What follows belongs to an exercise in optimizing a design on an open flow for small area, a short achievable clock period and few clock cycles; a production flow would make more cautious choices. Only simulation tests tie the RTL to the original design; equivalence was not proved. Power figures rest on the tool's default switching activity, not on a simulated workload.

==> lagoon <==
// iec61937_framer
module iec61937_framer (
    input             clk,
    input             rst,
    input             cmd_valid,
    output            cmd_ready,
    input      [7:0]  cmd_op,
    input      [31:0] cmd_arg,
    input      [31:0] cmd_dur,
    input      [31:0] cmd_cap,
    input             au_valid,
    output            au_ready,
    input      [7:0]  au_data,
    output            out_valid,
    input             out_ready,
    output     [7:0]  out_data,
    output            rsp_valid,
    output     [3:0]  rsp_status,
    output     [31:0] rsp_out_len,
    output            rsp_consumed,
    output            mem_we,
    output            mem_re,
    output     [18:0] mem_addr,
    output     [7:0]  mem_wdata,
    input      [7:0]  mem_rdata
);
    localparam [3:0] ST_OK = 4'd0, ST_NULL = 4'd5, ST_DUR = 4'd6, ST_BUF = 4'd7, ST_BAD = 4'd8;
    localparam IDLE = 0, DEC = 1, CADD = 2, CCHK = 3, WR = 4, INTK = 5, PLAN0 = 6,
               FETCH = 7, EV = 8, PEND = 9, HDR = 10, SUB = 11, UPD = 12, RW0 = 13,
               ZC = 14, TERM = 15, PAY = 16, ZERO = 17, ZDONE = 18, FIN = 19, RESP = 20,
               EV0 = 21, PD = 22, PW = 23;
    localparam NS = 24;
    function [18:0] inc19(input [18:0] a);
        integer j;
        begin
            for (j = 0; j < 19; j = j + 1)
                inc19[j] = a[j] ^ (&(a | ~((19'd1 << j) - 19'd1)));
        end
    endfunction
    function [18:0] dec19(input [18:0] a);
        integer j;
        begin
            for (j = 0; j < 19; j = j + 1)
                dec19[j] = a[j] ^ ~(|(a & ((19'd1 << j) - 19'd1)));
        end
    endfunction
    reg [NS-1:0] st;
    reg          rdy;              
    reg        c_op20, c_op21, c_op22, c_argok, c_a16, c_big, c_durbad, c_ge16k, c_ge64k;
    reg [18:0] L;                  
    reg        Lz;                 
    reg        f_open, f_rate16, f_pend, mode;
    reg [2:0]  count, head;
    reg [12:0] odur;
    reg [15:0] pcm;
    reg [18:0] A, S;
    reg        eq;                 
    reg [20:0] R1;                 
    reg [16:0] R2;                 
    reg        r2z;
    reg [31:0] E;                  
    wire [18:0] E_len = E[31:13];
    wire [12:0] E_dur = E[12:0];
    reg [2:0]  k, cur, tb, bc;
    reg        tsel, split, nt, stored_now, take_au, cw, emit, pfirst, f_fit, f_dur;
    reg [7:0]  O, K, hold;
  ...
export LEC_CHECK = 0
export CAP_MARGIN = 20
export CORE_MARGIN = 2
export CORE_UTILIZATION = 40
export PLACE_DENSITY = 0.6
export SETUP_SLACK_MARGIN = 5
export SLEW_MARGIN = 20
create_clock -name core_clock -period 8.0 [get_ports {clk}]
run.sh (not shown) runs the stock make flow with config.mk's settings and CLKGATE_MAP_FILE= SYNTH_SCRIPT=/design/flow/synth_recipe.tcl, a recipe that flattens the netlist after the stock synthesis.
==> raven: changes against lagoon <==
--- a/flow/design.v
+++ b/flow/design.v
@@ -22,18 +22,18 @@
     output     [18:0] mem_addr,
     output     [7:0]  mem_wdata,
     input      [7:0]  mem_rdata
 );
     localparam [3:0] ST_OK = 4'd0, ST_NULL = 4'd5, ST_DUR = 4'd6, ST_BUF = 4'd7, ST_BAD = 4'd8;
     localparam IDLE = 0, DEC = 1, CADD = 2, CCHK = 3, WR = 4, INTK = 5, PLAN0 = 6,
                FETCH = 7, EV = 8, PEND = 9, HDR = 10, SUB = 11, UPD = 12, RW0 = 13,
                ZC = 14, TERM = 15, PAY = 16, ZERO = 17, ZDONE = 18, FIN = 19, RESP = 20,
-               EV0 = 21, PD = 22, PW = 23;
-    localparam NS = 24;
+               EV0 = 21, PD = 22, PW = 23, EV1 = 24, CADD0 = 25, UPL = 26, ZC0 = 27;
+    localparam NS = 28;
     function [18:0] inc19(input [18:0] a);
         integer j;
         begin
             for (j = 0; j < 19; j = j + 1)
                 inc19[j] = a[j] ^ (&(a | ~((19'd1 << j) - 19'd1)));
         end
     endfunction
     function [18:0] dec19(input [18:0] a);
@@ -76,44 +76,24 @@
     wire pass_fire  = au_valid && pay_au;
     wire fetch_re   = st[FETCH] && (tb != 3'd4);
     wire r2_dec     = pay_ram || pass_fire || (st[ZERO] && tok_imm);
     reg  [3:0]  a0lo;              
     reg  [2:0]  n1;                
     wire [16:0] capx   = {f_rate16 ? 10'h1FF : 10'h07F, a0lo, 3'd0};    
     wire [16:0] per_m16 = f_rate16 ? 17'd65520 : 17'd16368;
     wire [17:0] per     = f_rate16 ? 18'd65536 : 18'd16384;
-    reg  [20:0] x1;
-    reg         neg1, cin1;
-    always @(*) begin
-        x1 = {2'd0, E_len}; neg1 = 1'b0; cin1 = 1'b0;
-        if (st[FETCH]) begin                        
-            x1 = 21'd8; neg1 = 1'b1; cin1 = 1'b1;
-        end
-        if (st[EV0] || st[EV]) begin                
-            neg1 = 1'b1; cin1 = 1'b1;
-        end
-        if (st[PEND]) begin                         
-            x1 = {4'd0, capx}; neg1 = 1'b1;
-        end
-        if (st[RW0]) begin                          
-            x1 = {4'd0, per_m16}; neg1 = 1'b1; cin1 = 1'b1;
-        end
-        if (st[ZC]) begin                           
-            x1 = {3'd0, per}; neg1 = 1'b1;
-        end
-    end
-    wire [20:0] sum1 = R1 + (x1 ^ {21{neg1}}) + {20'd0, cin1};
-    reg  [15:0] y2;
-    always @(*) begin
-        y2 = pcm;
-        if (st[EV0] || st[EV])  y2 = {3'd0, R2[12:0]};
-        if (st[WR])  y2 = {3'd0, odur};
-    end
-    wire [16:0] sum2 = (st[EV0] || st[EV]) ? {1'b0, y2} - {4'd0, E_dur} : {1'b0, y2} + {4'd0, E_dur};
+    reg  [20:0] X;
+    reg         cx;
+    reg  [16:0] Y;
+    reg         cy, sel_r2, sel_odur;
+    wire [20:0] sum1 = R1 + X + {20'd0, cx};
+    wire [16:0] y2   = sel_r2 ? {4'd0, R2[12:0]} : sel_odur ? {4'd0, odur} : {1'b0, pcm};
+    wire [16:0] sum2 = y2 + Y + {16'd0, cy};
+    wire [3:0]  a0lo_c = 4'd12 + {3'd0, f_pend} - {1'b0, k} - {3'd0, nt};
     wire [4:0]  pd_lo = {1'b0, R2[6:3]} + {2'd0, n1} + {4'd0, |R2[2:0]};
     wire [9:0]  pd_hi = pd_lo[4] ? R2[16:7] + 10'd1 : R2[16:7];
     wire [13:0] pd    = {pd_hi, pd_lo[3:0]};
     reg [7:0] imm;
     always @(*) begin
         imm = 8'h00;
         if (st[HDR]) begin
             case (bc)
@@ -193,17 +173,17 @@
         if (st[DEC]) R2_d = {4'd0, E_dur};
         if (st[PLAN0]) R2_d = {4'd0, odur};
         if (st[EV] && ev_take) R2_d = sum2;
         if (st[PEND]) R2_d = split ? capx : ~sum1[16:0];
         if (st[PAY] && r2z) R2_d = R1[16:0];
     end
     reg [NS-1:0] stn;
     always @(posedge clk) begin
-        a0lo <= 4'd12 + {3'd0, f_pend} - {1'b0, k} - {3'd0, nt};
+        a0lo <= a0lo_c;
         n1   <= k - {2'd0, f_pend} + 3'd1;
         if (st[DEC] && c_op20 && c_argok)
             eq <= 1'b1;
         else if (pay_ram || (we_r && !tsel && !we_pass))
             eq <= (A_inc == S);
         if (r2_dec)
             r2z <= (R2 == 17'd1);
         else if (st[PEND])
@@ -254,18 +234,22 @@
         we_pass <= 1'b0;
         if (au_fire) begin
             hold    <= au_data;
             we_r    <= 1'b1;
             we_pass <= pass_fire;
         end
         if (st[FETCH]) begin
             tb <= tb + 3'd1;
-            if (tb == 3'd0 && !cw && !emit)
-                R1 <= sum1;                                  
+            if (tb == 3'd0) begin
+                X  <= ~21'd8;                                
+                cx <= 1'b1;
+            end
+            if (tb == 3'd1 && !cw && !emit)
+                R1 <= sum1;
             if (tb != 3'd0)
                 E <= {E[23:0], mem_rdata};
         end
         stn = st;
         case (1'b1)
             st[IDLE], st[RESP]: begin
                 if (cmd_valid)
                     stn = 1 << DEC;
@@ -331,16 +315,20 @@
                     tsel <= 1'b1;
                     tb   <= 3'd0;
                     stn  = 1 << FETCH;
                 end
             end
             st[CCHK]: begin
                 cw    <= 1'b0;
                 E     <= {L, R2[12:0]};
+                Y        <= {4'd0, R2[12:0]};
+                cy       <= 1'b0;
+                sel_r2   <= 1'b0;
+                sel_odur <= 1'b1;
                 if (c_big || R1 > 21'd327680) begin
                     r_status <= ST_BUF;
                     stn      = 1 << RESP;
                 end else begin
                     stored_now <= 1'b1;
                     r_consumed <= 1'b1;
                     cur        <= head + count;
                     count      <= count + 3'd1;
@@ -359,17 +347,17 @@
                 end else if (tb != 3'd3) begin
                     hold <= E[31:24];
                     E    <= {E[23:0], 8'd0};
                     we_r <= 1'b1;
                     tb   <= tb + 3'd1;
                 end else begin
                     tsel <= 1'b0;
                     if (emit)
-                        stn = 1 << ZC;
+                        stn = 1 << ZC0;
                     else if (odur[12:10] == 3'd0)
                         stn = 1 << INTK;
                     else
                         stn = 1 << PLAN0;
                 end
             end
             st[INTK]: begin
                 if (Lz)
@@ -386,30 +374,59 @@
                     tb   <= 3'd0;
                     stn  = 1 << FETCH;
                 end
             end
             st[FETCH]: begin
                 if (tb == 3'd4) begin
                     tsel <= 1'b0;
                     if (cw)
-                        stn = 1 << CADD;
+                        stn = 1 << CADD0;
                     else if (!emit)
                         stn = 1 << EV0;
                     else if (pfirst)
-                        stn = 1 << UPD;
+                        stn = 1 << UPL;
                     else
                         stn = 1 << SUB;
                 end
             end
             st[EV0]: begin
+                X        <= ~{2'd0, E_len};
+                cx       <= 1'b1;
+                Y        <= ~{4'd0, E_dur};
+                cy       <= 1'b1;
+                sel_r2   <= 1'b1;
+                sel_odur <= 1'b0;
+                stn      = 1 << EV1;
+            end
+            st[EV1]: begin
                 f_fit <= !sum1[20];
                 f_dur <= !sum2[16];
                 stn   = 1 << EV;
             end
+            st[CADD0]: begin
+                X   <= {2'd0, E_len};
+                cx  <= 1'b0;
+                stn = 1 << CADD;
+            end
+            st[SUB], st[UPL]: begin
+                X        <= {2'd0, E_len};
+                cx       <= 1'b0;
+                Y        <= {4'd0, E_dur};
+                cy       <= 1'b0;
+                sel_r2   <= 1'b0;
+                sel_odur <= 1'b0;
+                if (st[UPL] || (tok_imm && bc == 3'd7))
+                    stn = 1 << UPD;
+            end
+            st[ZC0]: begin
+                X   <= ~{3'd0, (f_rate16 ? 18'd65536 : 18'd16384)};
+                cx  <= 1'b0;
+                stn = 1 << ZC;
+            end
             st[EV]: begin
                 if (ev_take) begin
                     R1  <= sum1;
                     k   <= k + 3'd1;
                     cur <= cur + 3'd1;
                     if (!f_fit) begin
                         split <= 1'b1;
                         stn   = 1 << PW;
@@ -420,17 +437,21 @@
                         tb   <= 3'd0;
                         stn  = 1 << FETCH;
                     end
                 end else begin
                     nt  <= 1'b1;
                     stn = 1 << PW;
                 end
             end
-            st[PW]: stn = 1 << PEND;
+            st[PW]: begin
+                X   <= ~{4'd0, f_rate16 ? 10'h1FF : 10'h07F, a0lo_c, 3'd0};
+                cx  <= 1'b0;
+                stn = 1 << PEND;
+            end
             st[PEND]: begin
                 if (k == 3'd0 && stored_now)
                     stn = 1 << INTK;
                 else begin
                     take_au <= stored_now && (k == count);
                     bc      <= 3'd0;
                     emit    <= 1'b1;
                     pfirst  <= f_pend;
@@ -440,41 +461,39 @@
             st[PD]: begin
                 R1  <= {7'd0, pd};
                 stn = 1 << HDR;
             end
             st[HDR]: begin
                 if (tok_imm && bc == 3'd7) begin
                     R1 <= {15'd0, n1 + 3'd1, 3'd0};
                     if (k == 3'd0)
-                        stn = 1 << ZC;
+                        stn = 1 << ZC0;
                     else begin
                         cur  <= head;
                         tsel <= 1'b1;
                         tb   <= 3'd0;
                         stn  = 1 << FETCH;
                     end
                 end
             end
-            st[SUB]: begin
-                if (tok_imm && bc == 3'd7)
-                    stn = 1 << UPD;
-            end
             st[UPD]: begin
                 R1     <= sum1;
                 pcm    <= sum2[15:0];
                 k      <= k - 3'd1;
                 pfirst <= 1'b0;
+                X  <= ~{4'd0, per_m16};
+                cx <= 1'b1;
                 if (k == 3'd1 && split)
                     stn = 1 << RW0;
                 else begin
                     head  <= head + 3'd1;
                     count <= count - 3'd1;
                     if (k == 3'd1)
-                        stn = 1 << ZC;
+                        stn = 1 << ZC0;
                     else begin
                         cur  <= head + 3'd1;
                         tsel <= 1'b1;
                         tb   <= 3'd0;
                         stn  = 1 << FETCH;
                     end
                 end
             end
==> summary of the runs <==
Die area: raven is larger than lagoon (about 5.3%). In raven the sequential share of layout area is higher than in lagoon, by 3.3 points. Between raven and lagoon, the lower critical path depth is in raven (gap 13). Between lagoon and raven, the lower total power is in lagoon (gap 4.1%, measured against raven). Against lagoon, the sequential power of raven is higher by 14%. Between lagoon and raven, the lower setup slack is in lagoon (gap 0.56 ns). In lagoon the design area is larger than in raven, by about 0.25%. Against raven, the fmax of lagoon is lower by about 13%. Against lagoon, the clock-buffer cell count of raven is higher by 16.
==> figures <==
| item | lagoon | raven |
|---|---|---|
| Pleak | 0.01136 µW | 0.01121 µW |
| Number of antenna violations at the first check in global routing | 5 | 7 |
| FF+latch area | 6803 µm² | 7775 µm² |
| Setup slack after layout | 3.818 ns | 4.378 ns |
| DIE HEIGHT | 239.1 µm | 245.4 µm |
| Worst R2R Start | st[21] | sel_odur |
| Clock transition time at the flip-flop clock pins of the worst setup and hold paths | 0.07 ns | 0.06 ns |
| Minimum setup slack after placement | 2.596 ns | 3.512 ns |
| Signal buffers | 472 | 386 |
| Non-filler instance count after layout | 3881 | 3981 |
| Tcrit/Tclk final | 52.28% | 45.28% |
| Tap cell instance count | 704 | 765 |
| Internal power component | 4428 µW | 4660 µW |
| Largest net degree at the start of global routing | 65 | 66 |
| Number of design-rule violations left by the first detailed-router iteration | 3474 | 3350 |
| Detailed-route via count | 25650 | 26050 |
| Relative area of clock buffers and inverters in the final design | 3.709% | 4.594% |
| Outcome | complete, no violations | complete, no violations |
| Period minus WS final | 4.182 ns | 3.622 ns |
Testbench counts of lagoon, summed over its fixed seeds: cycles 3,718,747.
Testbench counts of raven, summed over its fixed seeds: cycles 3,719,236.

-- re-timing with driven ports --
Ports are ideal in the flow. The routed layouts listed here were re-timed in OpenROAD. Step 1 (the two cells are an assumption about what drives the block):
set clk [get_ports {clk}]
set_driving_cell -lib_cell sky130_fd_sc_hd__clkbuf_16 $clk
set_driving_cell -lib_cell sky130_fd_sc_hd__buf_2 [delete_from_list [all_inputs] $clk]
Step 2 also shifts input and output timing later by t, the mid clock arrival at the registers, as if the neighbouring blocks saw the same clock. Slacks: ideal ports / drivers / drivers and shift; pairs: ideal ports / drivers.
| run | shift t [ns] | setup slack, ns | slew at the worst register clock pin (ns) | worst slew at a driven data input, ns |
|---|---|---|---|---|
| lagoon | 0.617 | 3.818 / 3.818 / 3.818 | 0.07 / 0.07 | 0.07 |
| raven | 0.633 | 4.378 / 4.312 / 4.361 | 0.07 / 0.07 | 0.05 |
After both steps setup and hold are still met in every run listed. The setup slack of raven, which loses most, moves by -0.066 ns with the drivers and by -0.017 ns with both steps.
